Context: an optimization exercise on an open-source flow, tuned for small area. The choices shown serve that exercise and are no tape-out recipe.
Where RTL was checked, it was by simulation tests only, not by an equivalence proof against the original.
Only the layout flow was run in runs 2 to 7; the RTL was not checked for function there.
Power is estimated from default activity; no workload was simulated.

### flow/run.sh
#!/bin/bash
# synth_recipe.tcl (not shown) runs the flow's synth.tcl, then flattens the netlist and writes it again
# the make line also repeats each setting of config.mk as NAME=value (left out here)
make -C /OpenROAD-flow-scripts/flow DESIGN_CONFIG=/design/flow/config.mk WORK_HOME=/design/flow/orfs CLKGATE_MAP_FILE= SYNTH_SCRIPT=/design/flow/synth_recipe.tcl finish
### flow/config.mk
export PLATFORM = sky130hd
export DESIGN_NAME = bcs
export DESIGN_NICKNAME = bcs
export VERILOG_FILES = /design/flow/design.v
export SDC_FILE = /design/flow/constraint.sdc
export NUM_CORES = 4
export LEC_CHECK = 0
export CAP_MARGIN = 20
export CORE_MARGIN = 2
export CORE_UTILIZATION = 40
export PLACE_DENSITY = 0.6
export SLEW_MARGIN = 20
### flow/constraint.sdc
create_clock -name core_clock -period 6.0 [get_ports {clk}]
set_input_delay 1.2000 -clock core_clock [delete_from_list [all_inputs] [get_ports {clk}]]
set_output_delay 1.2000 -clock core_clock [all_outputs]
set_load 0.01 [all_outputs]
### flow/design.v
module bcs (
    input  wire       clk,
    input  wire       rst,           
    input  wire       we,
    input  wire [4:0] addr,
    input  wire [7:0] wdata,
    output reg  [7:0] rdata,
    input  wire       push_valid,
    input  wire [7:0] push_data,
    output wire       push_ready,
    output wire       pop_valid,
    output wire [7:0] pop_data,
    input  wire       pop_ready
);
    localparam [2:0] PH_IDLE     = 3'd0,
                     PH_LEN_LO   = 3'd1,
                     PH_LEN_HI   = 3'd2,
                     PH_FLAG     = 3'd3,
                     PH_PAYLOAD  = 3'd4,
                     PH_CHECKSUM = 3'd5;
    reg        ovfchk;
    reg [7:0]  flag;
    reg [7:0]  namelen;
    reg [7:0]  htype;
    reg [31:0] plen;
    reg [15:0] hdlen;
    reg [15:0] hparam1;
    reg [15:0] hparam2;
    reg [7:0]  name [0:9];
    reg [1:0]  errcode;
    reg [7:0]  chk;
    reg [15:0] blen;
    reg [2:0]  phase;
    reg        op_enc;       
    reg        op_hblk;      
    reg [7:0]  outbuf;
    reg        outvld;
    reg        done;
    reg [4:0]   cnt;
    reg [135:0] sd;
    wire [31:0] remain = {sd[26:0], cnt};
    wire [7:0]  w_flag = sd[39:32];
    wire busy  = (phase != PH_IDLE) || outvld;
    wire inrdy = (phase == PH_PAYLOAD) && op_enc && !outvld;
    wire [7:0] status = {phase, outvld, inrdy, (errcode != 2'd0), done, busy};
    assign push_ready = inrdy;
    assign pop_valid  = outvld;
    assign pop_data   = outbuf;
    reg [7:0] packed_hdr [0:16];
    integer k;
    always @(*) begin
        packed_hdr[0] = htype;
        for (k = 0; k < 10; k = k + 1)
            packed_hdr[1 + k] = (k < namelen) ? name[k] : 8'h20;
        packed_hdr[11] = hdlen[7:0];
        packed_hdr[12] = hdlen[15:8];
        packed_hdr[13] = hparam1[7:0];
        packed_hdr[14] = hparam1[15:8];
        packed_hdr[15] = hparam2[7:0];
        packed_hdr[16] = hparam2[15:8];
    end
    reg [135:0] hdr_load;
    always @(*) begin
        hdr_load[7:0]     = packed_hdr[1];
        hdr_load[135:128] = packed_hdr[0];
        for (k = 1; k < 16; k = k + 1)
            hdr_load[8*k +: 8] = packed_hdr[17 - k];
    end
    wire [7:0] slot_lo  = sd[{cnt[3:0], 3'b000} +: 8];
    wire [7:0] hdr_byte = (cnt[4] && cnt[0]) ? sd[135:128] : slot_lo;
    wire [3:0] name_sel = addr[3:0] - 4'h2;
    always @(*) begin
        case (addr)
            5'h01: rdata = status;
            5'h02: rdata = {6'b0, errcode};
            5'h03: rdata = {7'b0, ovfchk};
            5'h04: rdata = flag;
            5'h05: rdata = namelen;
            5'h06: rdata = htype;
            5'h08: rdata = plen[7:0];
            5'h09: rdata = plen[15:8];
            5'h0A: rdata = plen[23:16];
            5'h0B: rdata = plen[31:24];
            5'h0C: rdata = hdlen[7:0];
            5'h0D: rdata = hdlen[15:8];
            5'h0E: rdata = hparam1[7:0];
            5'h0F: rdata = hparam1[15:8];
            5'h10: rdata = hparam2[7:0];
            5'h11: rdata = hparam2[15:8];
            5'h12: rdata = name[0];
            5'h13: rdata = name[1];
            5'h14: rdata = name[2];
            5'h15: rdata = name[3];
            5'h16: rdata = name[4];
            5'h17: rdata = name[5];
            5'h18: rdata = name[6];
            5'h19: rdata = name[7];
            5'h1A: rdata = name[8];
            5'h1B: rdata = name[9];
            5'h1C: rdata = chk;
            5'h1D: rdata = blen[7:0];
            5'h1E: rdata = blen[15:8];
            default: rdata = 8'h00;
        endcase
    end
    wire cmd_wr    = we && (addr == 5'h00);
    wire cmd_legal = (wdata[7:4] == 4'h0) && (wdata[3:0] <= 4'h4);
    wire plen_ovf  = ovfchk && ((plen[31:16] != 16'h0) || (plen[15:1] == 15'h7FFF));
    wire [15:0] plen_plus2 = plen[15:0] + 16'd2;
    wire pop_fire  = pop_ready && outvld;
    wire push_fire = push_valid && inrdy;
    wire accept    = cmd_wr && !busy && cmd_legal;
    wire acc_enc   = accept && (wdata[2:0] == 3'd1) && !plen_ovf;
    wire acc_hdr   = accept && (wdata[2:0] == 3'd2);
    wire acc_hblk  = accept && (wdata[2:0] == 3'd3);
    wire acc_clr   = accept && (wdata[2:0] == 3'd4);
    wire [7:0] rmask = {8{rst}};
    function [7:0] wval(input [7:0] d, input [7:0] m, input [7:0] rv);
        wval = (d & ~m) | (rv & m);
    endfunction
    wire wr = we || rst;
    wire [7:0] wd0 = wval(wdata, rmask, 8'h00);
    always @(posedge clk) begin
        if (wr && (rst || addr == 5'h03)) ovfchk        <= wd0[0];
        if (wr && (rst || addr == 5'h04)) flag          <= wd0;
        if (wr && (rst || addr == 5'h05)) namelen       <= wval(wdata, rmask, 8'd5);
        if (wr && (rst || addr == 5'h06)) htype         <= wd0;
        if (wr && (rst || addr == 5'h08)) plen[7:0]     <= wd0;
        if (wr && (rst || addr == 5'h09)) plen[15:8]    <= wd0;
        if (wr && (rst || addr == 5'h0A)) plen[23:16]   <= wd0;
        if (wr && (rst || addr == 5'h0B)) plen[31:24]   <= wd0;
        if (wr && (rst || addr == 5'h0C)) hdlen[7:0]    <= wd0;
        if (wr && (rst || addr == 5'h0D)) hdlen[15:8]   <= wd0;
        if (wr && (rst || addr == 5'h0E)) hparam1[7:0]  <= wd0;
        if (wr && (rst || addr == 5'h0F)) hparam1[15:8] <= wd0;
        if (wr && (rst || addr == 5'h10)) hparam2[7:0]  <= wd0;
        if (wr && (rst || addr == 5'h11)) hparam2[15:8] <= wd0;
        if (wr && (rst || addr == 5'h12)) name[0]       <= wval(wdata, rmask, 8'h48);
        if (wr && (rst || addr == 5'h13)) name[1]       <= wval(wdata, rmask, 8'h45);
        if (wr && (rst || addr == 5'h14)) name[2]       <= wval(wdata, rmask, 8'h4C);
        if (wr && (rst || addr == 5'h15)) name[3]       <= wval(wdata, rmask, 8'h4C);
        if (wr && (rst || addr == 5'h16)) name[4]       <= wval(wdata, rmask, 8'h4F);
        if (wr && (rst || addr == 5'h17)) name[5]       <= wd0;
        if (wr && (rst || addr == 5'h18)) name[6]       <= wd0;
        if (wr && (rst || addr == 5'h19)) name[7]       <= wd0;
        if (wr && (rst || addr == 5'h1A)) name[8]       <= wd0;
        if (wr && (rst || addr == 5'h1B)) name[9]       <= wd0;
    end
    wire step_hdr  = !outvld && (phase == PH_PAYLOAD) && !op_enc;
    wire step_enc  = (phase == PH_PAYLOAD) && push_fire;
    wire cnt_last  = (cnt == 5'd1) && (!op_enc || (sd[26:0] == 27'h0));
    wire [31:0] remain_dec = remain - 32'd1;
    always @(posedge clk) begin
        if (acc_enc) begin
            {sd[26:0], cnt} <= plen;
            sd[39:32]       <= flag;
        end else if (acc_hdr || acc_hblk) begin
            sd  <= hdr_load;
            cnt <= 5'd17;
        end else if (step_hdr || step_enc) begin
            {sd[26:0], cnt} <= remain_dec;
        end
    end
    always @(posedge clk) begin
        if (!outvld) begin
            case (phase)
                PH_LEN_LO:   outbuf <= blen[7:0];
                PH_LEN_HI:   outbuf <= blen[15:8];
                PH_FLAG:     outbuf <= op_enc ? w_flag : 8'h00;
                PH_PAYLOAD:  outbuf <= op_enc ? push_data : hdr_byte;
                PH_CHECKSUM: outbuf <= chk;
                default: ;
            endcase
        end
    end
    always @(posedge clk) begin
        if (acc_enc || acc_hdr || acc_hblk) begin
            op_enc  <= acc_enc;
            op_hblk <= acc_hblk;
        end
    end
    always @(posedge clk) begin
        if (rst) begin
            errcode <= 2'd0;
            chk     <= 8'h00;
            blen    <= 16'h0;
            phase   <= PH_IDLE;
            outvld  <= 1'b0;
            done    <= 1'b0;
        end else begin
            if (pop_fire)
                outvld <= 1'b0;
            if (cmd_wr) begin
                if (busy)
                    errcode <= 2'd2;
                else if (!cmd_legal)
                    errcode <= 2'd1;
                else if (wdata[2:0] == 3'd1 && plen_ovf)
                    errcode <= 2'd3;
                else if (wdata[2:0] == 3'd4)
                    errcode <= 2'd0;
            end
            if (acc_enc || acc_hdr || acc_hblk || acc_clr)
                done <= 1'b0;
            if (acc_enc || acc_hdr || acc_hblk)
                chk <= 8'h00;
            if (acc_enc)
                blen <= plen_plus2;
            if (acc_hblk)
                blen <= 16'd19;
            if (acc_enc || acc_hblk)
                phase <= PH_LEN_LO;
            if (acc_hdr)
                phase <= PH_PAYLOAD;
            if (!outvld) begin
                case (phase)
                    PH_LEN_LO: begin
                        outvld <= 1'b1;
                        phase  <= PH_LEN_HI;
                    end
                    PH_LEN_HI: begin
                        outvld <= 1'b1;
                        phase  <= PH_FLAG;
                    end
                    PH_FLAG: begin
                        outvld <= 1'b1;
                        if (op_enc) begin
                            chk <= chk ^ w_flag;
                            if (remain == 32'h0)
                                phase <= PH_CHECKSUM;
                            else
                                phase <= PH_PAYLOAD;
                        end else begin
                            phase <= PH_PAYLOAD;
                        end
                    end
                    PH_PAYLOAD: begin
                        if (!op_enc || push_valid) begin
                            outvld <= 1'b1;
                            chk    <= chk ^ (op_enc ? push_data : hdr_byte);
                            if (cnt_last) begin
                                if (op_enc || op_hblk) begin
                                    phase <= PH_CHECKSUM;
                                end else begin
                                    phase <= PH_IDLE;
                                    done  <= 1'b1;
                                end
                            end
                        end
                    end
                    PH_CHECKSUM: begin
                        outvld <= 1'b1;
                        phase  <= PH_IDLE;
                        done   <= 1'b1;
                    end
                    default: ;
                endcase
            end
        end
    end
endmodule
==> results of run 1 <==
## layout make-up
cell class,count,area (µm²)
fillers,3841,22940
flip-flops and latches,367,10710
multi-input cells,920,6225
clock buffers,53,1112
repair buffers,95,828.3
well taps,585,732.0
clock inverters,19,256.5
inverters,20,75.07
diodes,2,5.005
## final timing paths
kind	endpoint	slack (ns)	cells after the start
worst max register to register	sd[9]	2.27	6
worst min-delay path	sd[132]	0.54	0
worst min register to register	sd[132]	0.54	0
worst max-delay path	rdata[3]	0.30	9
## power groups by stage
stage	clock [mW]	sequential [mW]	combinational, mW
2_1_floorplan	0	3.18	0.524
3_3_place_gp	0	3.35	0.863
3_5_place_dp	0	3.34	0.868
4_1_cts	2.61	3.29	0.871
5_1_grt	2.71	3.31	0.937
6_report	2.59	3.31	0.882
## per-layer routing
layer / vias to the layer above / global-route usage [%] / share of wire (%)
met2: 961 / 46.26 / 43
met4: 4 / 15.64 / 5.3
li1: 5530 / - / -
met1: 6643 / 45.68 / 41
met5: - / 0 / 0.040
met3: 161 / 6.468 / 11
## per-stage QoR
stage	instance area [µm²]	hold slack (ns)	utilization, %	setup slack [ns]	cells
finish	19940	0.5358	46.50	0.2952	2061
global route	19940	0.5377	46.49	0.1462	2059
CTS	19940	0.5210	46.49	0.3490	2059
detailed placement	18570	0.5057	43.30	0.3841	1987
global placement	18570	0.4889	43.30	0.3473	1987
floorplan	17300	0.4262	-	0.2359	1381
## cells by family (layout without fill, tap and decap cells)
kind of cell / count (synthesis) / count (layout) / share of synthesized area (%)
compound gates: 328 / 328 / 14.14
xor+xnor: 47 / 47 / 2.380
fa+ha+maj: 4 / 4 / 0.2894
buf+inv: 94 / 187 / 2.221
flops: 367 / 367 / 61.92
mux: 71 / 71 / 4.724
other cells: 0 / 2 / 0
simple gates: 470 / 470 / 14.33
## cell usage in the layout (no fill, tap or decap), types with 10 or more instances in the layout
cell and n:
xnor2_1 28, or2_2 13, inv_1 20, a21o_1 22
or3_1 20, and2_1 30, o21ai_0 44, clkbuf_16 42
nand2_1 108, mux2i_1 58, nand2b_1 13, nor4_1 10
dfxtp_1 31, a222oi_1 12, a211oi_1 16, xor2_1 19
nor2b_1 50, nor3_1 26, clkdlybuf4s50_1 42, and3_1 10
a22oi_1 89, nor2_1 93, nand3_1 28, buf_4 51
a21oi_1 29, nand4_1 19, a221oi_1 14, edfxtp_1 336
## sequential cells by signal, indices dropped and copies added (netlist names), 2 cells and up
register	cells
blen	16
chk	8
cnt	5
errcode	2
flag	8
hdlen	16
hparam1	16
hparam2	16
htype	8
name	80
namelen	8
outbuf	8
phase	3
plen	32
sd	136
==> out/qor.txt, run 1 <==
Fmax - 175.3 MHz
Tightest Hold Check Type - reg2reg
Clock Sinks - 367
Clock Skews - 0.02059 ns
CTS tree - yes
Worst Path Required - 4.80 ns
Setup repair bufs after CTS - 0
Number of global-route vias before repair - 12490
Maximum vdd drop - 0.1860 mV
Synthesized Nets - 1411
Crit path max-delay family - buffers and inverters
Ranking of synthesized cells by area - edfxtp_1 58%, a22oi_1 3.9%, dfxtp_1 3.6%, mux2i_1 3.4%, nand2_1 2.3%
P&R area growth vs syn - 15.31%
HP Start - htype[4]
Final hold violations - 0
Die Area - 44920 µm²
Comb power frac - 13.0%
Total number of vias - 13300
Iter 0 DRT Violations - 2272
CTS clk-pin slew, worst paths - 0.06 ns
Largest net degree at the start of global routing - 99
Total Routing Usage GR - 31.95%
Gate Count Post-Synth - 1381
Final Setup Violations - 0
Global-route wire length before repair - 98550 µm
Core area - 42890 µm²
CTS buffer count - 41
Placer Congestion - 1.084
Setup tns final - 0 ns
Relative slew slack - 27.18%
Crit path time final - 5.705 ns
DRC - 0
Yosys cell types - 76
Drt first pass iters - 6
Vias per cell - 6.453
Antenna Violating Nets Remaining - 0
Synth top area share - 58.33%
Final wirelength - 70760 µm
FFs w/ async S/R, synth - 0%
Number of top-level pins - 44
Pins Over Slew Limit - 0
Avg Cell Area, Syn - 12.52 µm²
Ys Warns - 3
Clock power share - 38.2%
Leakage - 6.648 nW
WL/cell - 34.33 µm
Top-count cell post-synth - edfxtp_1
Clk Latency, worst-skew pair - 0.57 ns
Final #Nets - 1475
Final total power - 6.777 mW
Crit end category - primary output
WS Path Type - in2out
Max_cap viols - 0
Crit path cell chain - clkdlybuf4s50_1 -> nand2b_1 -> nor2_1 -> buf_4 -> a22oi_1 -> nand3_1 -> a2111oi_0 -> nand4_1 -> clkdlybuf4s50_1
Synthesized cell area - 17300 µm²
Pwr Density - 339.8 nW/µm²
Max Fanout on Critical Path - 12
Startpoint types - input port
Clk buf depth - 3
Reg power frac - 48.8%
Slowest CP cell - clkdlybuf4s50_1
Post-synth EDFFs - 336
Detail Placement HPWL - 53680 µm
H-tree levels - 2
Unrepaired setup endpoints after global routing - false
Root buf cell - clkbuf_16
Post-synth top cells - 336 x edfxtp_1, 108 x nand2_1, 94 x nor2_1
Starting Density - 40.33%
Seq/Total Area, Yosys - 61.92%
Worst path most repeated cell - clkdlybuf4s50_1
P_int - 4.936 mW
Die Width - 211.9 µm
Total grt overflow - 0
Die height - 211.9 µm
Status - complete, no violations
Main flop type after synthesis - edfxtp_1
Worst r2r src - phase[1]
CTS Hold Bufs - 0
Worst slew pin tran - 1.084 ns
Post-CTS resize count - 0
Crit path from - addr[4]
Cell taking the most area after synthesis - edfxtp_1
Antenna violations before repair - 7
FF+latch count, synth - 367
IO Port Bufs - 43
Sw power - 1.842 mW
Critical Path AT - 4.50 ns
Sw frac - 27.18%
WP buf/inv - 3
Worst path max stage delay - 0.77 ns
Layout cells sized above 1 - 10.85%
Tcrit/Tclk final - 95.08%
FP Rows - 76
==> inputs of run 2 (changes only) <==
--- a/flow/design.v
+++ b/flow/design.v
@@ -106,7 +106,14 @@
     wire cmd_wr    = we && (addr == 5'h00);
     wire cmd_legal = (wdata[7:4] == 4'h0) && (wdata[3:0] <= 4'h4);
     wire plen_ovf  = ovfchk && ((plen[31:16] != 16'h0) || (plen[15:1] == 15'h7FFF));
-    wire [15:0] plen_plus2 = plen[15:0] + 16'd2;
+    wire [15:0] pc;
+    assign pc[0] = 1'b0;
+    assign pc[1] = 1'b1;
+    genvar gj;
+    generate for (gj = 2; gj < 16; gj = gj + 1) begin : g_pc
+        assign pc[gj] = pc[gj-1] & plen[gj-1];
+    end endgenerate
+    wire [15:0] plen_plus2 = plen[15:0] ^ pc;
     wire pop_fire  = pop_ready && outvld;
     wire push_fire = push_valid && inrdy;
     wire accept    = cmd_wr && !busy && cmd_legal;
@@ -149,7 +156,13 @@
     wire step_hdr  = !outvld && (phase == PH_PAYLOAD) && !op_enc;
     wire step_enc  = (phase == PH_PAYLOAD) && push_fire;
     wire cnt_last  = (cnt == 5'd1) && (!op_enc || (sd[26:0] == 27'h0));
-    wire [31:0] remain_dec = remain - 32'd1;
+    wire [31:0] rz;      
+    assign rz[0] = 1'b1;
+    genvar gi;
+    generate for (gi = 1; gi < 32; gi = gi + 1) begin : g_rz
+        assign rz[gi] = rz[gi-1] & ~remain[gi-1];
+    end endgenerate
+    wire [31:0] remain_dec = remain ^ rz;
     always @(posedge clk) begin
         if (acc_enc) begin
             {sd[26:0], cnt} <= plen;
@@ -161,17 +174,19 @@
             {sd[26:0], cnt} <= remain_dec;
         end
     end
-    always @(posedge clk) begin
-        if (!outvld) begin
-            case (phase)
-                PH_LEN_LO:   outbuf <= blen[7:0];
-                PH_LEN_HI:   outbuf <= blen[15:8];
-                PH_FLAG:     outbuf <= op_enc ? w_flag : 8'h00;
-                PH_PAYLOAD:  outbuf <= op_enc ? push_data : hdr_byte;
-                PH_CHECKSUM: outbuf <= chk;
-                default: ;
-            endcase
-        end
+    reg [7:0] emit_byte;
+    always @(*) begin
+        case (phase)
+            PH_LEN_LO:   emit_byte = blen[7:0];
+            PH_LEN_HI:   emit_byte = blen[15:8];
+            PH_FLAG:     emit_byte = op_enc ? w_flag : 8'h00;
+            PH_PAYLOAD:  emit_byte = op_enc ? push_data : hdr_byte;
+            default:     emit_byte = chk;
+        endcase
+    end
+    always @(posedge clk) begin
+        if (!outvld)
+            outbuf <= emit_byte;
     end
     always @(posedge clk) begin
         if (acc_enc || acc_hdr || acc_hblk) begin
@@ -225,7 +240,7 @@
                     PH_FLAG: begin
                         outvld <= 1'b1;
                         if (op_enc) begin
-                            chk <= chk ^ w_flag;
+                            chk <= chk ^ emit_byte;
                             if (remain == 32'h0)
                                 phase <= PH_CHECKSUM;
                             else
@@ -237,7 +252,7 @@
                     PH_PAYLOAD: begin
                         if (!op_enc || push_valid) begin
                             outvld <= 1'b1;
-                            chk    <= chk ^ (op_enc ? push_data : hdr_byte);
+                            chk    <= chk ^ emit_byte;
                             if (cnt_last) begin
                                 if (op_enc || op_hblk) begin
                                     phase <= PH_CHECKSUM;
==> flow/config.mk (replaced) <==
export PLATFORM = sky130hd
export DESIGN_NAME = bcs
export DESIGN_NICKNAME = bcs
export VERILOG_FILES = /design/flow/design.v
export SDC_FILE = /design/flow/constraint.sdc
export NUM_CORES = 4
export LEC_CHECK = 0
export CAP_MARGIN = 10
export CORE_MARGIN = 2
export CORE_UTILIZATION = 60
export CTS_BUF_LIST = sky130_fd_sc_hd__clkbuf_8
export CTS_CLUSTER_DIAMETER = 50
export CTS_CLUSTER_SIZE = 16
export PLACE_DENSITY = 0.75
export SLEW_MARGIN = 10
==> out/qor.txt, run 2 <==
Avg Cell Area, Syn - 12.99 µm²
Global-route wire length before repair - 87730 µm
IO Port Bufs - 43
Largest net degree at the start of global routing - 79
Pwr Density - 332.1 nW/µm²
Startpoint types - flip-flop
Die Area - 29830 µm²
FP Rows - 61
Number of top-level pins - 44
Final Worst Setup Slack - 0.3091 ns
Clk buf depth - 3
Root buf cell - clkbuf_8
Detail Placement HPWL - 47170 µm
Main flop type after synthesis - edfxtp_1
Pre-CTS setup slack - 0.2768 ns
Total grt overflow - 0
Tcrit/Tclk final - 94.85%
Tightest Hold Check Type - reg2reg
Yosys cell types - 74
Placer Congestion - 1.080
CTS clk-pin slew, worst paths - 0.10 ns
Pins Over Slew Limit - 0
Max Fanout on Critical Path - 3
Placed Cells - 1728
Total number of vias - 12810
Clock Sinks - 367
Iter 0 DRT Violations - 2288
P&R area growth vs syn - 12.82%
Most frequent cells in the layout - 336 x edfxtp_1, 102 x nand2_1, 93 x a22oi_1
Synth top area share - 59.08%
Clk Latency, worst-skew pair - 0.61 ns
Layout Cells excl Fill - 1788
Post-synth top cells - 336 x edfxtp_1, 102 x nand2_1, 93 x a22oi_1
Setup repair bufs after CTS - 0
Status - complete, no violations
P_int - 4.370 mW
Worst path max stage delay - 0.40 ns
Starting Density - 61.14%
Critical Path AT - 6.04 ns
Final Setup Violations - 0
Clock power share - 27.6%
CTS tree - yes
Setup tns final - 0 ns
Crit path time final - 5.691 ns
Final wirelength - 61700 µm
Cell taking the most area after synthesis - edfxtp_1
Clock Skews - 0.05552 ns
Synthesized Nets - 1385
FF+latch count, synth - 367
Post-synth EDFFs - 336
Unrepaired setup endpoints after global routing - false
Fmax - 175.7 MHz
DRC - 0
Relative slew slack - 25.93%
Comb power frac - 20.6%
Layout cells sized above 1 - 15.19%
Ranking of synthesized cells by area - edfxtp_1 59%, a22oi_1 4.1%, dfxtp_1 3.6%, ha_1 3.2%, nand2_1 2.2%
Reg power frac - 51.8%
Gate Count Post-Synth - 1315
Post-CTS resize count - 0
Top-count cell post-synth - edfxtp_1
Total Routing Usage GR - 41.47%
Antenna violations before repair - 6
Ys Warns - 3
CTS buffer count - 35
Vias per cell - 7.164
Max FFs per register - 136
H-tree levels - 2
Sw frac - 31.71%
Die height - 172.7 µm
Number of global-route vias before repair - 12040
Crit end category - flip-flop
Worst path most repeated cell - ha_4
Worst Path Required - 6.34 ns
FFs w/ async S/R, synth - 0%
CTS Hold Bufs - 0
Top reg by flops - sd
Slowest CP cell - edfxtp_1
Fill cells - 2000
Drt first pass iters - 6
WL/cell - 34.51 µm
Largest regs - sd (136), name (80), plen (32)
Sw power - 2.029 mW
Final hold violations - 0
Seq/Total Area, Yosys - 62.71%
Antenna Violating Nets Remaining - 0
Leakage - 6.685 nW
Worst slew pin tran - 1.110 ns
Hold WS - 0.4710 ns
Core area - 27930 µm²
Synthesized cell area - 17080 µm²
WS Path Type - reg2reg
Max_cap viols - 0
Die Width - 172.7 µm
Leading cell type in the layout, fill and taps excluded - edfxtp_1
Final Util - 68.98%
Final #Nets - 1457
Maximum vdd drop - 0.3327 mV
-- run 2: cell count changes in the layout (fill, tap and decap cells not counted), sizes merged, moves of 19 or more --
cell   change
ha        +40
inv       +37
mux2i     -37
nor2      -30
a21oi     +24
xnor2     -24
xor2      -19
-- run 2: critical path, delay by kind of cell, from the launching register on --
family                   cells  cell delay, ns
buffers and inverters        1            0.05
AO/OA/AOI/OAI                1            0.10
adder cells (fa/ha/maj)     30            4.78
XOR/XNOR                     1            0.16
flip-flops                   1            0.40
-- run 2: final timing paths --
path / start / endpoint / slack, ns / depth (start not counted)
worst max-delay path: cnt[0] / sd[26] / 0.31 / 33
worst max register to register: cnt[0] / sd[26] / 0.31 / 33
worst min register to register: htype[4] / sd[132] / 0.47 / 0
worst min-delay path: htype[4] / sd[132] / 0.47 / 0
-- run 2: cells by family (layout without fill, tap and decap cells) --
family / after synthesis / count (layout) / share of synthesized area, %
muxes: 59 / 59 / 4.989
adders and majority gates: 44 / 44 / 3.223
xor gates and xnor gates: 4 / 4 / 0.2051
AOI/OAI and AO/OA: 327 / 327 / 13.27
buffers and inverters: 112 / 206 / 2.989
DFF: 367 / 367 / 62.71
and+or+nand+nor: 402 / 402 / 12.62
other: 0 / 1 / 0
-- run 2: cell type report --
type                            instances  area, µm²  share of cell area (%)
Antenna cell                            1      2.502                 0.01299
Clock buffer                           35      481.7                   2.500
Clock inverter                         24      310.3                   1.610
Inverter                               47      181.4                  0.9416
Multi-Input combinational cell        836       6243                   32.40
Sequential cell                       367      10710                   55.58
Tap cell                              378      473.0                   2.455
Timing Repair Buffer                  100      865.8                   4.493
-- run 2: per-layer routing --
| metal | wire, µm | GRT usage (%) | up-vias |
|---|---|---|---|
| met5 | 40 | 0 | - |
| met4 | 3065 | 16.67 | 6 |
| met3 | 9491 | 13.57 | 191 |
| met2 | 26790 | 60.93 | 1125 |
| met1 | 22320 | 57.68 | 6250 |
| li1 | - | - | 5237 |
-- run 2: power by group through the flow --
stage | clock, mW | combinational, mW | sequential, mW
6_report | 1.76 | 1.32 | 3.32
5_1_grt | 1.83 | 1.40 | 3.32
4_1_cts | 1.74 | 1.29 | 3.29
3_5_place_dp | 0 | 1.28 | 3.35
3_3_place_gp | 0 | 1.25 | 3.35
2_1_floorplan | 0 | 0.812 | 3.22
-- run 2: per-stage QoR --
step / total power [mW] / cell area [µm²]
3_3_place_gp: 4.597 / 18470
5_1_grt: 6.550 / 19270
6_report: 6.399 / 19270
4_1_cts: 6.323 / 19270
2_1_floorplan: 4.030 / 17470
3_5_place_dp: 4.627 / 18470
==> inputs of run 3 (changes only) <==
==> flow/flow/run.sh (new file) <==
#!/bin/bash
# Layout flow: the standard flow (standard synthesis, floorplan, power
# grid, placement, CTS, routing), with two layout choices passed to the ORFS
# scripts through their environment variables:
#  - port buffers use the smallest buffer cell (buf_1) instead of the
#    default pick (clkdlybuf4s50_1); every port is still buffered;
#  - CTS clusters the registers onto clkbuf_8 leaf buffers and inserts no
#    dummy loads.
set -euo pipefail
export BUFFER_PORTS_ARGS="-buffer_cell sky130_fd_sc_hd__buf_1"
export CTS_ARGS="-sink_clustering_enable -repair_clock_nets -sink_clustering_size 16 -sink_clustering_max_diameter 50 -buf_list sky130_fd_sc_hd__clkbuf_8 -dont_use_dummy_load"
bash standard.sh finish > standard_flow.log 2>&1
==> flow/standard.sh (new file) <==
#!/bin/bash
# synth_recipe.tcl (not shown) runs the flow's synth.tcl, then flattens the netlist and writes it again
# the make line also repeats each setting of config.mk as NAME=value (left out here)
make -C /OpenROAD-flow-scripts/flow DESIGN_CONFIG=/design/flow/config.mk WORK_HOME=/design/flow/orfs CLKGATE_MAP_FILE= SYNTH_SCRIPT=/design/flow/synth_recipe.tcl "${@:-finish}"
removed: flow/run.sh
==> out/qor.txt, run 3 <==
Detail Placement HPWL - 46270 µm
Sw power - 1.857 mW
Crit end category - flip-flop
Total number of vias - 12670
Post-synth EDFFs - 336
Area occupied by multi-input gates - 6246 µm²
Leakage - 6.354 nW
Max Fanout on Critical Path - 3
Top-count cell post-synth - edfxtp_1
R2r setup slk - 0.28 ns
WL/cell - 35.30 µm
Seq/Total Area, Yosys - 62.71%
Global-route wire length before repair - 86790 µm
Setup repair bufs after CTS - 0
Adder-Cell Fraction of Synth Area - 3.223%
FP Rows - 61
Simple-gate area share of the yosys netlist - 12.62%
Tcrit/Tclk final - 95.27%
Core area - 27930 µm²
Clk buf depth - 3
Comb power frac - 21.2%
Ranking of synthesized cells by area - edfxtp_1 59%, a22oi_1 4.1%, dfxtp_1 3.6%, ha_1 3.2%, nand2_1 2.2%
Final Setup Violations - 0
Ys Warns - 3
Die Width - 172.7 µm
Worst reg-to-reg path cell count - 33
WS Path Type - reg2reg
Number of global-route vias before repair - 11850
Gate Count Post-Synth - 1315
Most frequent cells in the layout - 336 x edfxtp_1, 102 x nand2_1, 93 x a22oi_1
CTS tree - yes
IO Port Bufs - 43
Leading cell type in the layout, fill and taps excluded - edfxtp_1
Worst Path Required - 6.27 ns
Final wirelength - 61880 µm
Slowest CP cell - edfxtp_1
Crit path time final - 5.716 ns
Maximum vdd drop - 0.2515 mV
Die height - 172.7 µm
Clock Skews - 0.08841 ns
WP buf/inv - 1
P_int - 4.049 mW
Worst path most repeated cell - ha_4
Synthesized Nets - 1385
P&R area growth vs syn - 8.930%
HP Start - hdlen[4]
CTS buffer count - 36
Top reg by flops - sd
Synth top area share - 59.08%
Total Routing Usage GR - 41.45%
Final non-filler cell area - 18600 µm²
Final total power - 5.906 mW
Relative slew slack - 23.44%
Max_cap viols - 0
Setup tns final - 0 ns
Die Area - 29830 µm²
Fill cells - 2089
Largest regs - sd (136), name (80), plen (32)
DRC - 0
Sw frac - 31.44%
Clk Latency, worst-skew pair - 0.58 ns
XOR/XNOR Fraction of Synth Area - 0.2051%
Iter 0 DRT Violations - 2515
Starting Density - 61.14%
Antenna Violating Nets Remaining - 0
Final hold violations - 0
Clock power share - 22.8%
Post-synth top cells - 336 x edfxtp_1, 102 x nand2_1, 93 x a22oi_1
Drt first pass iters - 8
Clock Sinks - 367
Max FFs per register - 136
Post-DP Area - 18100 µm²
Post-synthesis mux area share - 4.989%
Crit path max-delay family - adder cells
Main flop type after synthesis - edfxtp_1
Startpoint types - flip-flop
Compound-Gate Fraction of Synth Area - 13.27%
FF+latch count, synth - 367
Yosys cell types - 74
Worst slew pin tran - 1.147 ns
Reg power frac - 56.0%
Tightest Hold Check Type - reg2reg
FFs w/ async S/R, synth - 0%
Worst path max stage delay - 0.35 ns
Total grt overflow - 0
CTS clk-pin slew, worst paths - 0.09 ns
Antenna violations before repair - 4
Reg-to-reg endpoint - sd[26]
Final #Nets - 1445
Worst r2r src - cnt[1]
Pins Over Slew Limit - 0
Number of top-level pins - 44
Root buf cell - clkbuf_8
Unrepaired setup endpoints after global routing - false
Placer Congestion - 1.072
Largest net degree at the start of global routing - 80
Vias per cell - 7.230
Pwr Density - 317.5 nW/µm²
Layout cells sized above 1 - 13.26%
Fmax - 174.9 MHz
Post-CTS resize count - 0
Synthesized cell area - 17080 µm²
Hold Path Cell Cnt - 0
Critical Path AT - 5.98 ns
FF+latch area - 10710 µm²
Avg Cell Area, Syn - 12.99 µm²
Hold path endpoint - sd[52]
Cell taking the most area after synthesis - edfxtp_1
CTS Hold Bufs - 0
Main combinational cell family by area after synthesis - compound AO/OA/AOI/OAI gates
Status - complete, no violations
H-tree levels - 2
run 3: cells by family after synthesis:
| family | Yosys count |
|---|---|
| xor gates and xnor gates | 4 |
| buffers and inverters | 112 |
| and+or+nand+nor | 402 |
| adders and majority gates | 44 |
| AOI/OAI and AO/OA | 327 |
| muxes | 59 |
| DFF | 367 |
run 3: final cells by class:
type                            instances  area share (%)
Timing Repair Buffer                   87           2.650
Antenna cell                            2         0.02690
Clock buffer                           36           2.663
Multi-Input combinational cell        836           33.57
Inverter                               47          0.9752
Sequential cell                       367           57.57
Tap cell                              378           2.542
run 3: worst register-to-register path, delay by kind of cell, from the launching register on:
| family | cells | cell delay, ns |
|---|---|---|
| flops | 1 | 0.35 |
| buf+inv | 1 | 0.09 |
| fa+ha+maj | 30 | 4.80 |
| xor+xnor | 1 | 0.15 |
| compound gates | 1 | 0.11 |
run 3: routing by layer:
metal | GRT usage, % | share of wire [%] | up-vias
met2 | 59.89 | 43 | 1125
met1 | 57.89 | 36 | 6179
met5 | 0 | 0.021 | -
met3 | 13.94 | 16 | 186
met4 | 17.62 | 5.3 | 2
li1 | - | - | 5182
run 3: metrics by stage:
stage                     std cells  util, %  hold WS [ns]  worst slack, ns
final                          1753    66.60        0.4627           0.2837
after CTS                      1751    66.58        0.4587           0.2859
after global placement         1715    64.81        0.4418           0.4315
after global routing           1751    66.58        0.4658           0.1559
after floorplan                1315        -        0.4176         -0.02282
after detailed placement       1715    64.81        0.4391           0.2982
run 3: power by group through the flow:
stage / Combinational (mW) / Sequential (mW) / Clock [mW]
final: 1.25 / 3.31 / 1.34
after CTS: 1.21 / 3.29 / 1.33
after global placement: 1.19 / 3.34 / 0
after global routing: 1.33 / 3.32 / 1.42
after floorplan: 0.812 / 3.22 / 0
after detailed placement: 1.21 / 3.35 / 0
run 3: worst max path at each step:
stage / depth (start not counted) / slack, ns / from / end
after floorplan: 37 / -0.02 / cnt[0] / sd[26]
after global placement: 33 / 0.43 / cnt[0] / sd[26]
after detailed placement: 33 / 0.30 / cnt[1] / sd[26]
after CTS: 33 / 0.29 / cnt[1] / sd[26]
after global routing: 33 / 0.16 / cnt[1] / sd[26]
final: 33 / 0.28 / cnt[1] / sd[26]
==> inputs of run 4 (changes only) <==
==> flow/config.mk (replaced) <==
export PLATFORM = sky130hd
export DESIGN_NAME = bcs
export DESIGN_NICKNAME = bcs
export VERILOG_FILES = /design/flow/design.v
export SDC_FILE = /design/flow/constraint.sdc
export NUM_CORES = 4
export LEC_CHECK = 0
export CAP_MARGIN = 5
export CORE_MARGIN = 2
export CORE_UTILIZATION = 60
export PLACE_DENSITY = 0.75
export SLEW_MARGIN = 5
==> out/qor.txt, run 4 <==
Cell taking the most area after synthesis - edfxtp_1
Clk Latency, worst-skew pair - 0.58 ns
Fmax - 174.9 MHz
Synth top area share - 59.08%
Hold WS - 0.4627 ns
Area occupied by multi-input gates - 6246 µm²
Total number of vias - 12670
Yosys cell types - 74
Post-CTS resize count - 0
Final Setup Violations - 0
Maximum vdd drop - 0.2515 mV
Largest regs - sd (136), name (80), plen (32)
Number of top-level pins - 44
Number of global-route vias before repair - 11850
Vias per cell - 7.230
Clock Skews - 0.08841 ns
Core area - 27930 µm²
Slowest CP cell - edfxtp_1
Post-synth EDFFs - 336
Crit path max-delay family - adder cells
Status - complete, no violations
Clk buf depth - 3
Synthesized Nets - 1385
CTS Hold Bufs - 0
Relative slew slack - 23.44%
Starting Density - 61.14%
H-tree levels - 2
Post-synth top cells - 336 x edfxtp_1, 102 x nand2_1, 93 x a22oi_1
Antenna Violating Nets Remaining - 0
Total Routing Usage GR - 41.45%
Final wirelength - 61880 µm
Clock Sinks - 367
FF+latch count, synth - 367
Most frequent cells in the layout - 336 x edfxtp_1, 102 x nand2_1, 93 x a22oi_1
WL/cell - 35.30 µm
Largest net degree at the start of global routing - 80
Leading cell type in the layout, fill and taps excluded - edfxtp_1
Max_cap viols - 0
Layout cells sized above 1 - 13.26%
Gate Count Post-Synth - 1315
Die Width - 172.7 µm
Drt first pass iters - 8
Top reg by flops - sd
Tightest Hold Check Type - reg2reg
Worst Path Required - 6.27 ns
Placer Congestion - 1.072
Synthesized cell area - 17080 µm²
Top-count cell post-synth - edfxtp_1
WS Path Type - reg2reg
Fill cells - 2089
Iter 0 DRT Violations - 2515
P&R area growth vs syn - 8.930%
Detail Placement HPWL - 46270 µm
Worst slew pin tran - 1.147 ns
Final total power - 5.906 mW
Setup repair bufs after CTS - 0
Max Fanout on Critical Path - 3
Crit end category - flip-flop
Pwr Density - 317.5 nW/µm²
Seq/Total Area, Yosys - 62.71%
Worst path most repeated cell - ha_4
Antenna violations before repair - 4
CTS tree - yes
Tcrit/Tclk final - 95.27%
Max FFs per register - 136
Pins Over Slew Limit - 0
Die Area - 29830 µm²
Ranking of synthesized cells by area - edfxtp_1 59%, a22oi_1 4.1%, dfxtp_1 3.6%, ha_1 3.2%, nand2_1 2.2%
IO Port Bufs - 43
Ys Warns - 3
Root buf cell - clkbuf_8
FF+latch area - 10710 µm²
Total grt overflow - 0
Critical Path AT - 5.98 ns
Crit path time final - 5.716 ns
Die height - 172.7 µm
CTS clk-pin slew, worst paths - 0.09 ns
Global-route wire length before repair - 86790 µm
DRC - 0
Final Util - 66.60%
Avg Cell Area, Syn - 12.99 µm²
WP buf/inv - 1
Worst path max stage delay - 0.35 ns
Final hold violations - 0
Unrepaired setup endpoints after global routing - false
Leakage - 6.354 nW
FFs w/ async S/R, synth - 0%
FP Rows - 61
Main flop type after synthesis - edfxtp_1
CTS buffer count - 36
Final #Nets - 1445
Setup tns final - 0 ns
Startpoint types - flip-flop
==> run 4: path summary, 6_finish.rpt <==
| kind | start | slack (ns) | end | depth (start not counted) |
|---|---|---|---|---|
| hold reg to reg | hdlen[4] | 0.46 | sd[52] | 0 |
| hold / removal | hdlen[4] | 0.46 | sd[52] | 0 |
| setup / recovery | cnt[1] | 0.28 | sd[26] | 33 |
| setup reg to reg | cnt[1] | 0.28 | sd[26] | 33 |
==> run 4: kinds of logic after synthesis <==
| family | count (synthesis) | synth area share, % |
|---|---|---|
| AOI/OAI and AO/OA | 327 | 13.27 |
| xor gates and xnor gates | 4 | 0.2051 |
| and+or+nand+nor | 402 | 12.62 |
| adders and majority gates | 44 | 3.223 |
| DFF | 367 | 62.71 |
| muxes | 59 | 4.989 |
| buffers and inverters | 112 | 2.989 |
==> run 4: power by group <==
group / total [mW] / switching (mW) / internal [mW]
combinational: 1.25 / 0.809 / 0.444
sequential: 3.31 / 0.241 / 3.07
clock: 1.34 / 0.807 / 0.537
total: 5.91 / 1.86 / 4.05
==> run 4: layer usage <==
metal | GRT usage, % | wire length [µm]
met2 | 59.89 | 26340
met3 | 13.94 | 9713
met5 | 0 | 13
met4 | 17.62 | 3302
met1 | 57.89 | 22500
==> run 4: cell type report <==
type	count	area share, %
well taps	378	2.542
inverters	47	0.9752
flip-flops and latches	367	57.57
clock buffers	36	2.663
repair buffers	87	2.650
multi-input cells	836	33.57
diodes	2	0.02690
==> run 4: worst reg2reg max path: cells and delay by family (launching register included) <==
kind            cells  cell delay, ns
fa+ha+maj          30            4.80
flops               1            0.35
xor+xnor            1            0.15
compound gates      1            0.11
buf+inv             1            0.09
==> run 4: stage by stage <==
step / std cells / cell area, µm² / setup slack (ns)
2_1_floorplan: 1315 / 17470 / -0.02282
6_report: 1753 / 18600 / 0.2837
3_3_place_gp: 1715 / 18100 / 0.4315
3_5_place_dp: 1715 / 18100 / 0.2982
5_1_grt: 1751 / 18600 / 0.1559
4_1_cts: 1751 / 18600 / 0.2859
==> inputs of run 5 (changes only) <==
==> flow/flow/run.sh (replaced) <==
#!/bin/bash
# Layout flow: the standard flow (standard synthesis, floorplan, power
# grid, placement, CTS, routing), with two layout choices passed to the ORFS
# scripts through their environment variables:
#  - port buffers use the smallest buffer cell (buf_1) instead of the
#    default pick (clkdlybuf4s50_1); every port is still buffered;
#  - CTS clusters the registers onto clkbuf_16 leaf buffers and inserts no
#    dummy loads.
set -euo pipefail
export BUFFER_PORTS_ARGS="-buffer_cell sky130_fd_sc_hd__buf_1"
export CTS_ARGS="-sink_clustering_enable -repair_clock_nets -sink_clustering_size 30 -sink_clustering_max_diameter 80 -buf_list sky130_fd_sc_hd__clkbuf_16 -dont_use_dummy_load"
bash standard.sh finish > standard_flow.log 2>&1
--- a/flow/config.mk
+++ b/flow/config.mk
@@ -5,8 +5,8 @@
 export SDC_FILE = /design/flow/constraint.sdc
 export NUM_CORES = 4
 export LEC_CHECK = 0
-export CAP_MARGIN = 5
+export CAP_MARGIN = 10
 export CORE_MARGIN = 2
 export CORE_UTILIZATION = 60
 export PLACE_DENSITY = 0.75
-export SLEW_MARGIN = 5
+export SLEW_MARGIN = 10
==> out/qor.txt, run 5 <==
Status - complete, no violations
H-tree levels - 1
Seq/Total Area, Yosys - 62.71%
Unrepaired setup endpoints after global routing - false
DRC - 0
CTS buffer count - 18
Clk Latency, worst-skew pair - 0.55 ns
Startpoint types - flip-flop
Clock Sinks - 367
HP Start - htype[3]
Slowest CP cell - edfxtp_1
Crit path time final - 5.721 ns
Largest net degree at the start of global routing - 80
WL/cell - 35.41 µm
Crit end category - flip-flop
Worst path most repeated cell - ha_4
Clk buf depth - 3
Setup repair bufs after CTS - 0
Synth top area share - 59.08%
Number of global-route vias before repair - 11690
Area occupied by multi-input gates - 6246 µm²
Post-CTS resize count - 0
FP Rows - 61
Most frequent cells in the layout - 336 x edfxtp_1, 102 x nand2_1, 93 x a22oi_1
FF+latch area - 10710 µm²
Antenna Violating Nets Remaining - 0
Die Width - 172.7 µm
WS Path Type - reg2reg
Number of top-level pins - 44
Cell taking the most area after synthesis - edfxtp_1
Final Setup Violations - 0
Tcrit/Tclk final - 95.35%
Avg Cell Area, Syn - 12.99 µm²
Top reg by flops - sd
Global-route wire length before repair - 86410 µm
Yosys cell types - 74
Main flop type after synthesis - edfxtp_1
Reg-to-reg endpoint - sd[26]
Reg power frac - 56.4%
Gate Count Post-Synth - 1315
P_int - 4.052 mW
Leakage - 6.317 nW
P&R area growth vs syn - 8.666%
Detail Placement HPWL - 46270 µm
Placed Cells - 1715
FF+latch count, synth - 367
Max FFs per register - 136
Levels on crit path - 33
Worst reg-to-reg path cell count - 33
IO Port Bufs - 43
Final wirelength - 61430 µm
FFs w/ async S/R, synth - 0%
CTS clk-pin slew, worst paths - 0.11 ns
CTS tree - yes
Worst Path Required - 6.26 ns
Iter 0 DRT Violations - 2697
Post-synth top cells - 336 x edfxtp_1, 102 x nand2_1, 93 x a22oi_1
Leading cell type in the layout, fill and taps excluded - edfxtp_1
Final #Nets - 1427
Layout Cells excl Fill - 1735
Pwr Density - 316.1 nW/µm²
Drt first pass iters - 8
Placer Congestion - 1.072
Ranking of synthesized cells by area - edfxtp_1 59%, a22oi_1 4.1%, dfxtp_1 3.6%, ha_1 3.2%, nand2_1 2.2%
Worst r2r src - cnt[1]
Fmax - 174.8 MHz
Largest regs - sd (136), name (80), plen (32)
Core area - 27930 µm²
Max_cap viols - 0
R2r setup slk - 0.28 ns
Sw frac - 30.93%
Clock power share - 22.3%
Top-count cell post-synth - edfxtp_1
Tightest Hold Check Type - reg2reg
WP buf/inv - 1
Ys Warns - 3
Comb power frac - 21.3%
Hold WS - 0.4784 ns
Die Area - 29830 µm²
Total grt overflow - 0
Max Fanout on Critical Path - 3
Antenna violations before repair - 5
Worst path max stage delay - 0.36 ns
Vias per cell - 7.301
Hold Path Cell Cnt - 0
Pins Over Slew Limit - 0
Maximum vdd drop - 0.2568 mV
Total number of vias - 12670
CTS Hold Bufs - 0
Root buf cell - clkbuf_16
Post-synth EDFFs - 336
Critical Path AT - 5.98 ns
Fill cells - 2083
Worst slew pin tran - 1.108 ns
Die height - 172.7 µm
Synthesized Nets - 1385
Relative slew slack - 25.96%
Final hold violations - 0
Sw power - 1.815 mW
Total Routing Usage GR - 41.11%
Synthesized cell area - 17080 µm²
Clock Skews - 0.08801 ns
Starting Density - 61.14%
Layout cells sized above 1 - 12.10%
Crit path max-delay family - adder cells
Hold path endpoint - sd[131]
-- run 5: layer usage --
layer / vias up / track usage, % / routed length (µm)
met3: 188 / 13.15 / 9429
met1: 6220 / 58.13 / 22260
li1: 5155 / - / -
met4: 2 / 16.95 / 3478
met5: - / 0 / 51
met2: 1103 / 59.39 / 26220
-- run 5: cells by family (layout without fill, tap and decap cells) --
group	after synthesis	count (layout)	synth area share [%]
other cells	0	2	0
flops	367	367	62.71
xor+xnor	4	4	0.2051
compound gates	327	327	13.27
buf+inv	112	152	2.989
simple gates	402	402	12.62
fa+ha+maj	44	44	3.223
mux	59	59	4.989
-- run 5: power by group through the flow --
stage / combinational (mW) / clock (mW) / sequential (mW)
finish: 1.25 / 1.31 / 3.31
global route: 1.33 / 1.37 / 3.32
CTS: 1.22 / 1.29 / 3.29
detailed placement: 1.21 / 0 / 3.35
global placement: 1.19 / 0 / 3.34
floorplan: 0.812 / 0 / 3.22
-- run 5: final cells by class --
type                       count  area share (%)
sequential                   367           57.71
multi-input combinational    836           33.65
clock buffer                  18           2.427
inverter                      47          0.9776
tap                          378           2.548
antenna                        2         0.02697
timing repair buffer          87           2.656
-- run 5: worst max path at each step --
stage / start / slack [ns] / end
floorplan: cnt[0] / -0.02 / sd[26]
global placement: cnt[0] / 0.43 / sd[26]
detailed placement: cnt[1] / 0.30 / sd[26]
CTS: cnt[1] / 0.28 / sd[26]
global route: cnt[1] / 0.15 / sd[26]
finish: cnt[1] / 0.28 / sd[26]
-- run 5: stage by stage --
stage	util, %	worst slack, ns	setup TNS [ns]	total power [mW]	cell area (µm²)
2_1_floorplan	-	-0.02282	-0.02282	4.030	17470
3_3_place_gp	64.81	0.4315	0	4.533	18100
3_5_place_dp	64.81	0.2982	0	4.554	18100
4_1_cts	66.42	0.2833	0	5.795	18550
5_1_grt	66.42	0.1525	0	6.010	18550
6_report	66.44	0.2788	0	5.867	18560
==> inputs of run 6 (changes only) <==
==> flow/flow/run.sh (replaced) <==
#!/bin/bash
# Layout flow: the standard flow (standard synthesis, floorplan, power
# grid, placement, CTS, routing), with two layout choices passed to the ORFS
# scripts through their environment variables:
#  - port buffers use the smallest buffer cell (buf_1) instead of the
#    default pick (clkdlybuf4s50_1); every port is still buffered;
#  - CTS clusters the registers onto clkbuf_4 leaf buffers and inserts no
#    dummy loads.
set -euo pipefail
export BUFFER_PORTS_ARGS="-buffer_cell sky130_fd_sc_hd__buf_1"
export CTS_ARGS="-sink_clustering_enable -repair_clock_nets -sink_clustering_size 10 -sink_clustering_max_diameter 40 -buf_list sky130_fd_sc_hd__clkbuf_4 -dont_use_dummy_load"
bash standard.sh finish > standard_flow.log 2>&1
--- a/flow/config.mk
+++ b/flow/config.mk
@@ -8,5 +8,8 @@
 export CAP_MARGIN = 10
 export CORE_MARGIN = 2
 export CORE_UTILIZATION = 60
+export CTS_BUF_LIST = sky130_fd_sc_hd__clkbuf_8
+export CTS_CLUSTER_DIAMETER = 50
+export CTS_CLUSTER_SIZE = 16
 export PLACE_DENSITY = 0.75
 export SLEW_MARGIN = 10
==> out/qor.txt, run 6 <==
CTS clk-pin slew, worst paths - 0.11 ns
Comb power frac - 21.8%
Die Area - 29830 µm²
Total Routing Usage GR - 41.46%
Crit end category - flip-flop
WL/cell - 35.03 µm
Crit path from - cnt[0]
Antenna Violating Nets Remaining - 0
WS Path Type - reg2reg
Top reg by flops - sd
Max FFs per register - 136
Largest regs - sd (136), name (80), plen (32)
Post-synth EDFFs - 336
Met1 Wirelength - 22570 µm
Vias per cell - 7.253
Final #Nets - 1459
Largest net degree at the start of global routing - 80
Number of top-level pins - 44
Met3 wire len - 9682 µm
Global-route wire length before repair - 87060 µm
Setup repair bufs after CTS - 0
WP buf/inv - 1
Placed Cells - 1715
Main flop type after synthesis - edfxtp_1
Seq/Total Area, Yosys - 62.71%
Tightest Hold Check Type - reg2reg
Die Width - 172.7 µm
Sw frac - 32.20%
Status - complete, no violations
Worst path most repeated cell - ha_4
FFs w/ async S/R, synth - 0%
Total number of vias - 12820
Post-CTS resize count - 0
XOR/XNOR Fraction of Synth Area - 0.2051%
Relative slew slack - 22.38%
Hold Path Cell Cnt - 0
H-tree levels - 2
Adder-Cell Fraction of Synth Area - 3.223%
FP Rows - 61
Unrepaired setup endpoints after global routing - false
Worst Path Required - 6.42 ns
Iter 0 DRT Violations - 2321
Top-count cell post-synth - edfxtp_1
Total grt overflow - 0
Top sig layer - met5
Final Util - 66.17%
Crit path max-delay family - adder cells
Final total power - 5.740 mW
CTS tree - yes
Simple-gate area share of the yosys netlist - 12.62%
Worst slew pin tran - 1.163 ns
Starting Density - 61.14%
Slowest CP cell - edfxtp_1
Ranking of synthesized cells by area - edfxtp_1 59%, a22oi_1 4.1%, dfxtp_1 3.6%, ha_1 3.2%, nand2_1 2.2%
Layout Cells excl Fill - 1767
Hold path endpoint - sd[52]
Placer Congestion - 1.072
Ys Warns - 3
CTS Hold Bufs - 0
R2r setup slk - 0.28 ns
FF+latch count, synth - 367
Compound-Gate Fraction of Synth Area - 13.27%
Clock Skews - 0.09073 ns
Post-synthesis mux area share - 4.989%
Maximum vdd drop - 0.1894 mV
Synth top area share - 59.08%
Clock Sinks - 367
Clk Latency, worst-skew pair - 0.73 ns
Antenna violations before repair - 3
Cell taking the most area after synthesis - edfxtp_1
Clk buf depth - 3
Clock power share - 20.5%
Post-DP Area - 18100 µm²
Post-synth top cells - 336 x edfxtp_1, 102 x nand2_1, 93 x a22oi_1
CTS buffer count - 50
Pins Over Slew Limit - 0
Number of global-route vias before repair - 11890
HP Start - hdlen[4]
IO Port Bufs - 43
Reg power frac - 57.7%
Main combinational cell family by area after synthesis - compound AO/OA/AOI/OAI gates
Worst r2r src - cnt[0]
Startpoint types - flip-flop
Synthesized Nets - 1385
Leading cell type in the layout, fill and taps excluded - edfxtp_1
Pre-CTS setup slack - 0.2982 ns
Final Setup Violations - 0
Layout cells sized above 1 - 14.13%
DRC - 0
P_int - 3.892 mW
Fmax - 175.0 MHz
Pwr Density - 310.6 nW/µm²
Sw power - 1.848 mW
Most frequent cells in the layout - 336 x edfxtp_1, 102 x nand2_1, 93 x a22oi_1
Fill cells - 2107
Yosys cell types - 74
Root buf cell - clkbuf_4
Avg Cell Area, Syn - 12.99 µm²
P&R area growth vs syn - 8.227%
Final wirelength - 61910 µm
Worst reg-to-reg path cell count - 33
Max_cap viols - 0
Worst path max stage delay - 0.40 ns
Synthesized cell area - 17080 µm²
Final non-filler cell area - 18480 µm²
Drt first pass iters - 6
Core area - 27930 µm²
Reg-to-reg endpoint - sd[26]
Die height - 172.7 µm
Tcrit/Tclk final - 95.25%
Crit path time final - 5.715 ns
Gate Count Post-Synth - 1315
Final Worst Setup Slack - 0.2848 ns
Detail Placement HPWL - 46270 µm
Critical Path AT - 6.13 ns
Max Fanout on Critical Path - 3
Met2 Wirelength - 26290 µm
Leakage - 6.325 nW
Final hold violations - 0
## run 6: cell counts after synthesis
Identical to the previous run, type by type.
## run 6: layout make-up
class	instances	area, µm²	share of cell area, %
inverters	47	181.4	0.9815
repair buffers	87	493.0	2.667
flip-flops and latches	367	10710	57.94
diodes	2	5.005	0.02708
well taps	378	473.0	2.559
clock buffers	50	375.4	2.031
multi-input cells	836	6246	33.79
## run 6: per-layer routing
| layer | vias up | track usage [%] |
|---|---|---|
| met3 | 203 | 14.20 |
| met1 | 6228 | 57.89 |
| met5 | - | 0 |
| li1 | 5216 | - |
| met2 | 1167 | 59.84 |
| met4 | 2 | 17.41 |
## run 6: through the flow
step	setup TNS (ns)	hold slack, ns
3_3_place_gp	0	0.4418
3_5_place_dp	0	0.4391
5_1_grt	0	0.4762
2_1_floorplan	-0.02282	0.4176
6_report	0	0.4566
4_1_cts	0	0.4565
## run 6: cell families (layout without fill, tap and decap cells)
family / count (synthesis) / count (layout)
flip-flops: 367 / 367
other: 0 / 2
XOR/XNOR: 4 / 4
AO/OA/AOI/OAI: 327 / 327
AND/OR/NAND/NOR: 402 / 402
multiplexers: 59 / 59
buffers and inverters: 112 / 184
adder cells (fa/ha/maj): 44 / 44
## run 6: power groups by stage
stage | Clock [mW] | Combinational, mW | Sequential [mW]
after floorplan | 0 | 0.812 | 3.22
after CTS | 1.17 | 1.21 | 3.29
after detailed placement | 0 | 1.21 | 3.35
after global routing | 1.27 | 1.32 | 3.31
final | 1.18 | 1.25 | 3.31
after global placement | 0 | 1.19 | 3.34
## run 6: how the worst max path moves through the flow
| stage | cells past startpoint | slack [ns] | end |
|---|---|---|---|
| 3_3_place_gp | 33 | 0.43 | sd[26] |
| 2_1_floorplan | 37 | -0.02 | sd[26] |
| 3_5_place_dp | 33 | 0.30 | sd[26] |
| 5_1_grt | 33 | 0.16 | sd[26] |
| 4_1_cts | 33 | 0.27 | sd[26] |
| 6_report | 33 | 0.28 | sd[26] |
## run 6: worst reg2reg max path, delay by kind of cell, from the launching register on
kind / cells / cell delay (ns)
DFF: 1 / 0.40
AOI/OAI and AO/OA: 1 / 0.10
buffers and inverters: 1 / 0.05
xor gates and xnor gates: 1 / 0.15
adders and majority gates: 30 / 4.79
==> inputs of run 7 (changes only) <==
==> flow/flow/run.sh (replaced) <==
#!/bin/bash
# Layout flow: the standard flow, with
#  - the standard synthesis unchanged, then its combinational logic mapped
#    again by ABC with an area-oriented script (flow/area.abc); every
#    register instance of the standard synthesis is kept as it is (same
#    name and cell), only the logic between registers and ports is remapped;
#  - port buffers of the smallest buffer cell (buf_1); every port is still
#    buffered;
#  - CTS onto clkbuf_8 leaf buffers without dummy loads.
# Each tool's output goes to its own log file in this folder.
set -euo pipefail
here=$(pwd)
res=$here/orfs/results/$FLOW_PLATFORM/bcs/base
lib=$FLOW_HOME/platforms/sky130hd/lib/sky130_fd_sc_hd__tt_025C_1v80.lib
yosys_bin=$FLOW_HOME/../tools/install/yosys/bin/yosys
[[ -x $yosys_bin ]] || yosys_bin=yosys

export BUFFER_PORTS_ARGS="-buffer_cell sky130_fd_sc_hd__buf_1"
export CTS_ARGS="-sink_clustering_enable -repair_clock_nets -sink_clustering_size 16 -sink_clustering_max_diameter 50 -buf_list sky130_fd_sc_hd__clkbuf_8 -dont_use_dummy_load"

# 1. standard synthesis
bash standard.sh "$res/1_2_yosys.v" > standard_synth.log 2>&1
cp "$res/1_2_yosys.v" "$here/standard_1_2_yosys.v"

# 2. remap the combinational logic; registers stay black boxes
du=""
while read -r c; do [[ -n $c ]] && du="$du -dont_use $c"; done < flow/dont_use.txt
seq_cells=$(grep -oE 'sky130_fd_sc_hd__[a-z0-9_]*(df|dl)[a-z0-9_]*' "$here/standard_1_2_yosys.v" | sort -u | tr '\n' ' ')
cat > resyn.ys <<EOS
read_liberty -ignore_miss_func $lib
setattr -mod -set keep_hierarchy 1 $seq_cells
setattr -mod -set blackbox 1 $seq_cells
read_verilog $here/standard_1_2_yosys.v
hierarchy -top $FLOW_TOP
flatten
hierarchy -top $FLOW_TOP
opt -full
abc -liberty $lib $du -script $here/flow/area.abc
splitnets
opt_clean -purge
hilomap -singleton -hicell sky130_fd_sc_hd__conb_1 HI -locell sky130_fd_sc_hd__conb_1 LO
insbuf -buf sky130_fd_sc_hd__buf_4 A X
stat -liberty $lib
read_liberty -lib -ignore_miss_func -ignore_redef $lib
check -assert
write_verilog -noattr -nohex -nodec $here/resyn_1_2_yosys.v
EOS
"$yosys_bin" -l resyn_yosys.log -q -s resyn.ys > /dev/null 2>&1
cp "$here/resyn_1_2_yosys.v" "$res/1_2_yosys.v"

# 3. the rest of the standard flow on the remapped netlist
bash standard.sh finish > standard_flow.log 2>&1
==> flow/flow/area.abc (new file) <==
strash
&get -n
&syn2
&dch -f
&nf -a -R 1000
&put
mfs2
strash
&get -n
&dch -f
&nf -a -R 1000
&put
topo
stime -c
==> flow/flow/dont_use.txt (new file) <==
sky130_fd_sc_hd__lpflow_bleeder_1
sky130_fd_sc_hd__lpflow_clkbufkapwr_1
sky130_fd_sc_hd__lpflow_clkbufkapwr_16
sky130_fd_sc_hd__lpflow_clkbufkapwr_2
sky130_fd_sc_hd__lpflow_clkbufkapwr_4
sky130_fd_sc_hd__lpflow_clkbufkapwr_8
sky130_fd_sc_hd__lpflow_clkinvkapwr_1
sky130_fd_sc_hd__lpflow_clkinvkapwr_16
sky130_fd_sc_hd__lpflow_clkinvkapwr_2
sky130_fd_sc_hd__lpflow_clkinvkapwr_4
sky130_fd_sc_hd__lpflow_clkinvkapwr_8
sky130_fd_sc_hd__lpflow_decapkapwr_12
sky130_fd_sc_hd__lpflow_decapkapwr_3
sky130_fd_sc_hd__lpflow_decapkapwr_4
sky130_fd_sc_hd__lpflow_decapkapwr_6
sky130_fd_sc_hd__lpflow_decapkapwr_8
sky130_fd_sc_hd__lpflow_inputiso0n_1
sky130_fd_sc_hd__lpflow_inputiso0p_1
sky130_fd_sc_hd__lpflow_inputiso1n_1
sky130_fd_sc_hd__lpflow_inputiso1p_1
sky130_fd_sc_hd__lpflow_inputisolatch_1
sky130_fd_sc_hd__lpflow_isobufsrc_1
sky130_fd_sc_hd__lpflow_isobufsrc_16
sky130_fd_sc_hd__lpflow_isobufsrc_2
sky130_fd_sc_hd__lpflow_isobufsrc_4
sky130_fd_sc_hd__lpflow_isobufsrc_8
sky130_fd_sc_hd__lpflow_isobufsrckapwr_16
sky130_fd_sc_hd__lpflow_lsbuf_lh_hl_isowell_tap_1
sky130_fd_sc_hd__lpflow_lsbuf_lh_hl_isowell_tap_2
sky130_fd_sc_hd__lpflow_lsbuf_lh_hl_isowell_tap_4
sky130_fd_sc_hd__lpflow_lsbuf_lh_isowell_4
sky130_fd_sc_hd__lpflow_lsbuf_lh_isowell_tap_1
sky130_fd_sc_hd__lpflow_lsbuf_lh_isowell_tap_2
sky130_fd_sc_hd__lpflow_lsbuf_lh_isowell_tap_4
sky130_fd_sc_hd__probe_p_8
sky130_fd_sc_hd__probec_p_8
==> out/qor.txt, run 7 <==
Pins Over Slew Limit - 0
Worst r2r src - plen[2]
Setup repair bufs after CTS - 0
Tightest Hold Check Type - reg2reg
Die Area - 28030 µm²
IO Port Bufs - 43
Total grt overflow - 0
Vias per cell - 7.539
Antenna Violating Nets Remaining - 0
Final hold violations - 0
CTS Hold Bufs - 0
DRC - 0
Layout cells sized above 1 - 6.245%
Number of top-level pins - 44
Hold Path Cell Cnt - 0
WL/cell - 37.26 µm
Iter 0 DRT Violations - 2571
Area occupied by multi-input gates - 5259 µm²
Number of global-route vias before repair - 11720
Total Routing Usage GR - 44.49%
Fmax - 202.4 MHz
Max Fanout on Critical Path - 12
Starting Density - 61.31%
Hold path endpoint - sd[47]
Largest regs - sd (136), name (80), plen (32)
Clk Latency, worst-skew pair - 0.58 ns
Clock Skews - 0.09425 ns
CTS buffer count - 36
Unrepaired setup endpoints after global routing - false
Ys Warns - 3
Synthesized Nets - 1242
Maximum vdd drop - 0.2191 mV
Critical Path AT - 3.74 ns
CTS clk-pin slew, worst paths - 0.09 ns
Synthesized cell area - 16020 µm²
Pwr Density - 347.8 nW/µm²
Leading cell type in the layout, fill and taps excluded - edfxtp_1
Top reg by flops - sd
Detail Placement HPWL - 46730 µm
Placer Congestion - 1.062
Final Setup Violations - 0
Drt first pass iters - 27
Clock Sinks - 367
Most frequent cells in the layout - 336 x edfxtp_1, 99 x nor2_1, 77 x nand2_1
Status - complete, no violations
Final wirelength - 62110 µm
Core area - 26130 µm²
Tcrit/Tclk final - 82.34%
Final Worst Setup Slack - 1.060 ns
Crit end category - primary output
Setup tns final - 0 ns
Clk buf depth - 3
Worst Path Required - 4.80 ns
Pre-CTS setup slack - 1.225 ns
Relative slew slack - 17.31%
P&R area growth vs syn - 8.528%
FF+latch area - 10710 µm²
FP Rows - 59
Fill cells - 1964
Die height - 167.4 µm
Global-route wire length before repair - 86020 µm
Antenna violations before repair - 3
Gate Count Post-Synth - 1216
Startpoint types - input port
Avg Cell Area, Syn - 13.18 µm²
WS Path Type - in2out
Post-CTS resize count - 0
Reg-to-reg endpoint - sd[20]
Die Width - 167.4 µm
Worst slew pin tran - 1.227 ns
R2r setup slk - 1.35 ns
HP Start - hdlen[15]
Worst reg-to-reg path cell count - 15
Root buf cell - clkbuf_8
Final #Nets - 1357
Final total power - 6.048 mW
Crit path time final - 4.940 ns
Max_cap viols - 0
Leakage - 5.629 nW
Total number of vias - 12570
Max FFs per register - 136
CTS tree - yes
H-tree levels - 2
Largest net degree at the start of global routing - 65
run 7: changes by cell type in the layout (fill, tap and decap cells not counted), moves of 30 or more:
cell / delta
clkbuf_4: -50
inv_1: -44
and2_0: +39
nor2_1: +38
clkbuf_8: +36
a22oi_1: -33
ha_4: -30
run 7: cell type report:
type / count / share of cell area, %
inverters: 17 / 0.3814
well taps: 335 / 2.411
diodes: 3 / 0.04317
flip-flops and latches: 367 / 61.60
multi-input cells: 832 / 30.24
repair buffers: 77 / 2.475
clock buffers: 36 / 2.850
run 7: how the worst max path moves through the flow:
stage,startpoint,cells after the start,endpoint
detailed placement,addr[3],12,rdata[1]
CTS,addr[3],12,rdata[1]
finish,addr[4],11,rdata[0]
floorplan,plen[2],13,cnt[0]
global placement,addr[3],12,rdata[1]
global route,addr[4],11,rdata[0]
run 7: layer usage:
metal	track usage, %	vias up	share of wire [%]	wire length, µm
met5	0	-	0	0
met3	14.98	209	16	9773
li1	-	5038	-	-
met2	65.29	1209	42	26360
met1	60.57	6111	36	22220
met4	20.72	0	6.0	3752
run 7: metrics by stage:
step,util [%],instances,instance area (µm²),hold slack [ns]
CTS,66.51,1664,17380,0.4780
finish,66.54,1667,17390,0.4825
global placement,64.61,1628,16880,0.4469
floorplan,-,1216,16020,0.4222
detailed placement,64.61,1628,16880,0.4713
global route,66.51,1664,17380,0.4876
run 7: where the power goes:
| group | internal, mW | total (mW) | switching (mW) |
|---|---|---|---|
| clock | 0.537 | 1.35 | 0.809 |
| combinational | 0.418 | 1.24 | 0.826 |
| sequential | 3.10 | 3.46 | 0.356 |
run 7: critical path, cell delays in order:
cell	delay [ns]
buf_1	0.39
clkinv_1	0.28
nand3b_1	0.22
nor2_1	0.23
nand2_1	0.13
o311ai_0	0.17
a221oi_1	0.27
nand4_1	0.13
a2111oi_0	0.42
nand3_1	0.15
buf_1	0.17

what the ideal ports hide:
No port has a modelled driver above. Below, the same layouts with a new extraction and two added sets of constraints. Step 1 (the two cells are an assumption about what drives the block):
set clk [get_ports {clk}]
set_driving_cell -lib_cell sky130_fd_sc_hd__clkbuf_16 $clk
set_driving_cell -lib_cell sky130_fd_sc_hd__buf_2 [delete_from_list [all_inputs] $clk]
Step 2 times the ports against the registers' clock, not the clock port: input delays grow and output delays shrink by t, the midpoint of the rising clock arrivals with the driver on. a / b / c = ideal ports / drivers / drivers and shift; a / b = the first two.
| run | shift t [ns] | setup WS [ns] | clock arrival spread, ns | worst register clock-pin slew, ns | cell pins on the clock port's net |
|---|---|---|---|---|---|
| run 1 | 0.611 | 0.295 / 0.273 / 0.273 | 0.020 / 0.021 | 0.06 / 0.06 | 1 |
| run 2 | 0.627 | 0.309 / 0.309 / 0.309 | 0.066 / 0.065 | 0.11 / 0.11 | 1 |
| run 3 | 0.587 | 0.284 / 0.284 / 0.284 | 0.089 / 0.089 | 0.11 / 0.11 | 1 |
| run 4 | 0.587 | 0.284 / 0.284 / 0.284 | 0.089 / 0.089 | 0.11 / 0.11 | 1 |
| run 5 | 0.561 | 0.279 / 0.279 / 0.279 | 0.089 / 0.090 | 0.12 / 0.12 | 1 |
| run 6 | 0.729 | 0.285 / 0.285 / 0.285 | 0.101 / 0.101 | 0.11 / 0.11 | 1 |
| run 7 | 0.581 | 1.060 / 1.036 / 1.036 | 0.096 / 0.096 | 0.10 / 0.10 | 1 |
After both steps setup and hold are still met in every run listed. For run 7, which loses most, drivers alone change the setup slack by -0.024 ns; drivers and shift together by -0.024 ns.
